What follows belongs to an exercise in optimizing a design on an open flow for small area, a short achievable clock period and few clock cycles per item; a production flow would make more cautious choices.
Function was checked by simulation only, so behaviour that the tests miss may differ from the original.

==> flow/design.v <==
module nru_mulsh_add #(parameter W = 8) (
    input  wire [W-1:0] x,
    input  wire [W-1:0] y,
    output wire [W-1:0] s
);
    wire [W-1:0] g0 = x & y;
    wire [W-1:0] p0 = x ^ y;
    reg  [W-1:0] g, p, gn, pn;
    integer i, l;
    always @* begin
        g = g0;
        p = p0;
        for (l = 0; (1 << l) < W; l = l + 1) begin
            gn = g;
            pn = p;
            for (i = 0; i < W; i = i + 1)
                if (((i >> l) & 1) == 1) begin
                    gn[i] = g[i] | (p[i] & g[((i >> l) << l) - 1]);
                    pn[i] = p[i] & p[((i >> l) << l) - 1];
                end
            g = gn;
            p = pn;
        end
    end
    assign s = p0 ^ {g[W-2:0], 1'b0};
endmodule
module nru_mulsh (
    input  wire         clk,
    input  wire         rst_n,       
    input  wire         start,
    input  wire         op,          
    input  wire [63:0]  a,           
    input  wire [63:0]  m_hi,        
    input  wire [63:0]  m_lo,        
    input  wire [7:0]   j,           
    output wire         ready,
    output reg          done,
    output wire [63:0]  res_hi,
    output wire [63:0]  res_lo
);
    localparam K  = 16;          
    localparam NR = K / 2;       
    localparam NS = 64 / K;      
    localparam IW = (NS > 4) ? 3 : (NS > 2) ? 2 : 1;  
    reg          busy;
    reg          fin;        
    reg  [IW-1:0] idx;       
    reg  [NR-1:0] sel1;      
    reg  [NR-1:0] sel2;      
    reg  [NR-1:0] neg;       
    reg  [63:0]  x;          
    reg  [127:0] mc;         
    reg  [7:0]   r_sh;       
    reg  [191:0] acc_s;      
    reg  [191:0] acc_c;      
    assign ready = !busy;
    function [IW:0] nchunks(input [63:0] v);
        integer i;
        begin
            nchunks = 0;
            for (i = 0; i < NS; i = i + 1)
                if (|v[K*i +: K]) nchunks = i + 1;
        end
    endfunction
    function [3*NR-1:0] booth(input [63:0] v, input [IW-1:0] c);
        reg [K:0] t;
        integer i;
        begin
            t = {v[K*c +: K], (c == 0) ? 1'b0 : v[K*c - 1]};
            for (i = 0; i < NR; i = i + 1) begin
                booth[2*NR + i] = t[2*i + 1] ^ t[2*i];
                booth[NR + i]   = (t[2*i + 2] & ~t[2*i + 1] & ~t[2*i]) |
                                  (~t[2*i + 2] & t[2*i + 1] & t[2*i]);
                booth[i]        = t[2*i + 2];
            end
        end
    endfunction
    wire [IW:0]  na   = nchunks(a);
    wire [IW:0]  nb   = nchunks(m_lo);
    wire         swap = !op && (nb < na);
    wire [IW:0]  n    = swap ? nb : na;
    wire [63:0]  xin  = swap ? m_lo : a;
    wire [63:0]  min  = swap ? a : m_lo;
    wire [127:0] mcin = op ? {m_hi, m_lo} : {64'd0, min};
    wire [IW-1:0] ntop = n[IW-1:0] - 1'b1;
    wire         topb = xin[K*ntop + K - 1];
    wire [128:0] mc2 = {mc, 1'b0};
    wire [128:0] mc1 = {1'b0, mc};
    wire [191:0] pp [0:NR-1];
    genvar gi;
    generate
        for (gi = 0; gi < NR; gi = gi + 1) begin : g_pp
            wire [128:0] mag = ({129{sel1[gi]}} & mc1) | ({129{sel2[gi]}} & mc2);
            wire [129:0] one = {neg[gi], mag ^ {129{neg[gi]}}};
            if (gi == 0)
                assign pp[gi] = {{(192 - 133){1'b0}}, ~neg[gi], neg[gi], neg[gi], one};
            else if (gi < NR - 1)
                assign pp[gi] = {{(192 - 132 - 2*gi){1'b0}}, 1'b1, ~neg[gi], one, {(2*gi){1'b0}}};
            else
                assign pp[gi] = {{(192 - 132 - 2*gi){1'b1}}, 1'b1, ~neg[gi], one, {(2*gi){1'b0}}};
        end
    endgenerate
    wire [K-1:0] negs;
    generate
        for (gi = 0; gi < NR; gi = gi + 1) begin : g_neg
            assign negs[2*gi]     = neg[gi];
            assign negs[2*gi + 1] = 1'b0;
        end
    endgenerate
    wire [191:0] as = {acc_s[191-K:0], negs};
    wire [191:0] ac = {acc_c[191-K:0], {K{1'b0}}};
    function [383:0] csa(input [191:0] p, input [191:0] q, input [191:0] r);
        csa = {((p & q) | (p & r) | (q & r)) << 1, p ^ q ^ r};
    endfunction
    wire [191:0] ns, nc;
    generate
        if (NR == 4) begin : g_t6
            wire [191:0] s1, c1, s2, c2, s3, c3;
            assign {c1, s1} = csa(pp[0], pp[1], pp[2]);
            assign {c2, s2} = csa(pp[3], as, ac);
            assign {c3, s3} = csa(s1, c1, s2);
            assign {nc, ns} = csa(s3, c3, c2);
        end else begin : g_t10
            wire [191:0] s1, c1, s2, c2, s3, c3, s4, c4, s5, c5, s6, c6, s7, c7;
            assign {c1, s1} = csa(pp[0], pp[1], pp[2]);
            assign {c2, s2} = csa(pp[3], pp[4], pp[5]);
            assign {c3, s3} = csa(pp[6], pp[7], as);
            assign {c4, s4} = csa(s1, c1, s2);
            assign {c5, s5} = csa(c2, s3, c3);
            assign {c6, s6} = csa(s4, c4, s5);
            assign {c7, s7} = csa(c5, ac, c6);
            assign {nc, ns} = csa(s6, s7, c7);
        end
    endgenerate
    wire [191:0] sum;
    nru_mulsh_add #(.W(192)) u_add (.x(acc_s), .y(acc_c), .s(sum));
    reg  [127:0] sumw;
    always @* begin
        case (r_sh[7:6])
            2'd0:    sumw = sum[127:0];
            2'd1:    sumw = sum[191:64];
            2'd2:    sumw = {64'd0, sum[191:128]};
            default: sumw = 128'd0;
        endcase
    end
    wire [3*NR-1:0] bin = booth(xin, ntop);
    wire [3*NR-1:0] bnx = booth(x, idx);
    wire         take = !busy && start;      
    always @(posedge clk) begin
        acc_c <= take ? 192'd0 : nc;
        {sel1, sel2, neg} <= take ? bin : bnx;
        idx   <= take ? ntop - 1'b1 : idx - 1'b1;
    end
    always @(posedge clk) begin
        if (!rst_n) begin
            busy <= 1'b0;
            fin  <= 1'b0;
            done <= 1'b0;
        end else begin
            done <= 1'b0;
            if (take) begin
                x     <= xin;
                mc    <= mcin;
                r_sh  <= op ? j : 8'd0;
                acc_s <= {64'd0, topb ? mcin : 128'd0};
                if (n == 0)
                    done <= 1'b1;
                else
                    busy <= 1'b1;
            end else if (busy) begin
                if (fin) begin
                    acc_s <= {sum[191:128], sumw};
                    fin   <= 1'b0;
                    busy  <= 1'b0;
                    done  <= 1'b1;
                end else begin
                    acc_s <= ns;
                    if (idx == {IW{1'b1}})
                        fin <= 1'b1;
                end
            end
        end
    end
    assign res_hi = acc_s[127:64];
    wire [126:0] shifted = acc_s[126:0] >> r_sh[5:0];
    assign res_lo = shifted[63:0];
endmodule
==> flow/config.mk <==
export PLATFORM = sky130hd
export DESIGN_NAME = nru_mulsh
export DESIGN_NICKNAME = nru_mulsh
export VERILOG_FILES = /design/flow/design.v
export SDC_FILE = /design/flow/constraint.sdc
export NUM_CORES = 4
export LEC_CHECK = 0
export CAP_MARGIN = 20
export CORE_MARGIN = 2
export CORE_UTILIZATION = 55
export SETUP_SLACK_MARGIN = 1.5
export SLEW_MARGIN = 20
==> flow/constraint.sdc <==
create_clock -name core_clock -period 6.5 [get_ports {clk}]
set_input_delay 1.3000 -clock core_clock [delete_from_list [all_inputs] [get_ports {clk}]]
set_output_delay 1.3000 -clock core_clock [all_outputs]
set_load 0.01 [all_outputs]
run.sh (not shown) runs the stock make flow with config.mk's settings and CLKGATE_MAP_FILE= SYNTH_SCRIPT=/design/flow/synth_recipe.tcl, a recipe that flattens the netlist after the stock synthesis.
The starting point went through all stages and came out clean.
Testbench counts at the start, summed over its fixed seeds: cycles 19,500, items 4,800.
Edit:
--- a/flow/design.v
+++ b/flow/design.v
@@ -50,12 +50,14 @@
     reg  [NR-1:0] neg;       
     reg  [63:0]  x;          
     reg  [127:0] mc;         
     reg  [7:0]   r_sh;       
     reg  [191:0] acc_s;      
     reg  [191:0] acc_c;      
+    reg          first;      
+    reg          r_topb;     
     assign ready = !busy;
     function [IW:0] nchunks(input [63:0] v);
         integer i;
         begin
             nchunks = 0;
             for (i = 0; i < NS; i = i + 1)
@@ -72,20 +74,29 @@
                 booth[NR + i]   = (t[2*i + 2] & ~t[2*i + 1] & ~t[2*i]) |
                                   (~t[2*i + 2] & t[2*i + 1] & t[2*i]);
                 booth[i]        = t[2*i + 2];
             end
         end
     endfunction
+    function [6:0] bitlen(input [63:0] v);
+        integer i;
+        begin
+            bitlen = 7'd0;
+            for (i = 0; i < 64; i = i + 1)
+                if (v[i]) bitlen = i + 1;
+        end
+    endfunction
     wire [IW:0]  na   = nchunks(a);
     wire [IW:0]  nb   = nchunks(m_lo);
     wire         swap = !op && (nb < na);
     wire [IW:0]  n    = swap ? nb : na;
     wire [63:0]  xin  = swap ? m_lo : a;
     wire [63:0]  min  = swap ? a : m_lo;
     wire [127:0] mcin = op ? {m_hi, m_lo} : {64'd0, min};
     wire [IW-1:0] ntop = n[IW-1:0] - 1'b1;
+    wire         zero = (n == 0) || (op && j[7] && (j[6:0] >= bitlen(a)));
     wire         topb = xin[K*ntop + K - 1];
     wire [128:0] mc2 = {mc, 1'b0};
     wire [128:0] mc1 = {1'b0, mc};
     wire [191:0] pp [0:NR-1];
     genvar gi;
     generate
@@ -105,13 +116,13 @@
         for (gi = 0; gi < NR; gi = gi + 1) begin : g_neg
             assign negs[2*gi]     = neg[gi];
             assign negs[2*gi + 1] = 1'b0;
         end
     endgenerate
     wire [191:0] as = {acc_s[191-K:0], negs};
-    wire [191:0] ac = {acc_c[191-K:0], {K{1'b0}}};
+    wire [191:0] ac = {acc_c[191-K:0] | {{(64-K){1'b0}}, mc & {128{first & r_topb}}}, {K{1'b0}}};
     function [383:0] csa(input [191:0] p, input [191:0] q, input [191:0] r);
         csa = {((p & q) | (p & r) | (q & r)) << 1, p ^ q ^ r};
     endfunction
     wire [191:0] ns, nc;
     generate
         if (NR == 4) begin : g_t6
@@ -145,12 +156,14 @@
     end
     wire [3*NR-1:0] bin = booth(xin, ntop);
     wire [3*NR-1:0] bnx = booth(x, idx);
     wire         take = !busy && start;      
     always @(posedge clk) begin
         acc_c <= take ? 192'd0 : nc;
+        first <= take;
+        r_topb <= topb;
         {sel1, sel2, neg} <= take ? bin : bnx;
         idx   <= take ? ntop - 1'b1 : idx - 1'b1;
     end
     always @(posedge clk) begin
         if (!rst_n) begin
             busy <= 1'b0;
@@ -159,14 +172,14 @@
         end else begin
             done <= 1'b0;
             if (take) begin
                 x     <= xin;
                 mc    <= mcin;
                 r_sh  <= op ? j : 8'd0;
-                acc_s <= {64'd0, topb ? mcin : 128'd0};
-                if (n == 0)
+                acc_s <= 192'd0;
+                if (zero)
                     done <= 1'b1;
                 else
                     busy <= 1'b1;
             end else if (busy) begin
                 if (fin) begin
                     acc_s <= {sum[191:128], sumw};
Outcome: The changed run completed with no timing, DRC or antenna violations; final cell count came out higher by 6.7%; global-route usage came out lower by 4.3 points; worst setup slack improved by 110 ps; fmax went up by 2.1%; clock-buffer cell count is lower by 6.
Testbench counts after the change, summed over its fixed seeds: cycles 17,871, items 4,800.

-- port drivers added, routing unchanged --
The flow's constraints put no driver on any port. The routed layouts listed below were extracted and timed again, unchanged, in two steps.
Step 1: set_driving_cell puts a clkbuf_16 on clk and a buf_2 on each other input, an assumption about the parent block.
Step 2 times the ports against the registers' clock, not the clock port: input delays grow and output delays shrink by t, the midpoint of the rising clock arrivals with the driver on.
Slacks: no drivers / after step 1 / after step 2; pairs: no drivers / after step 1.
run	t, ns	setup WS [ns]	hold WS [ns]	slew at the worst register clock pin (ns)	cell pins on the clock port's net
the first run	0.801	1.313 / 1.221 / 0.735	0.717 / 0.717 / 0.717	0.07 / 0.07	1
the second run	0.824	1.420 / 1.333 / 0.742	0.619 / 0.619 / 0.619	0.08 / 0.08	1
After both steps setup and hold are still met in every run listed. For the second run, which loses most, drivers alone change the setup slack by -0.087 ns; drivers and shift together by -0.678 ns.
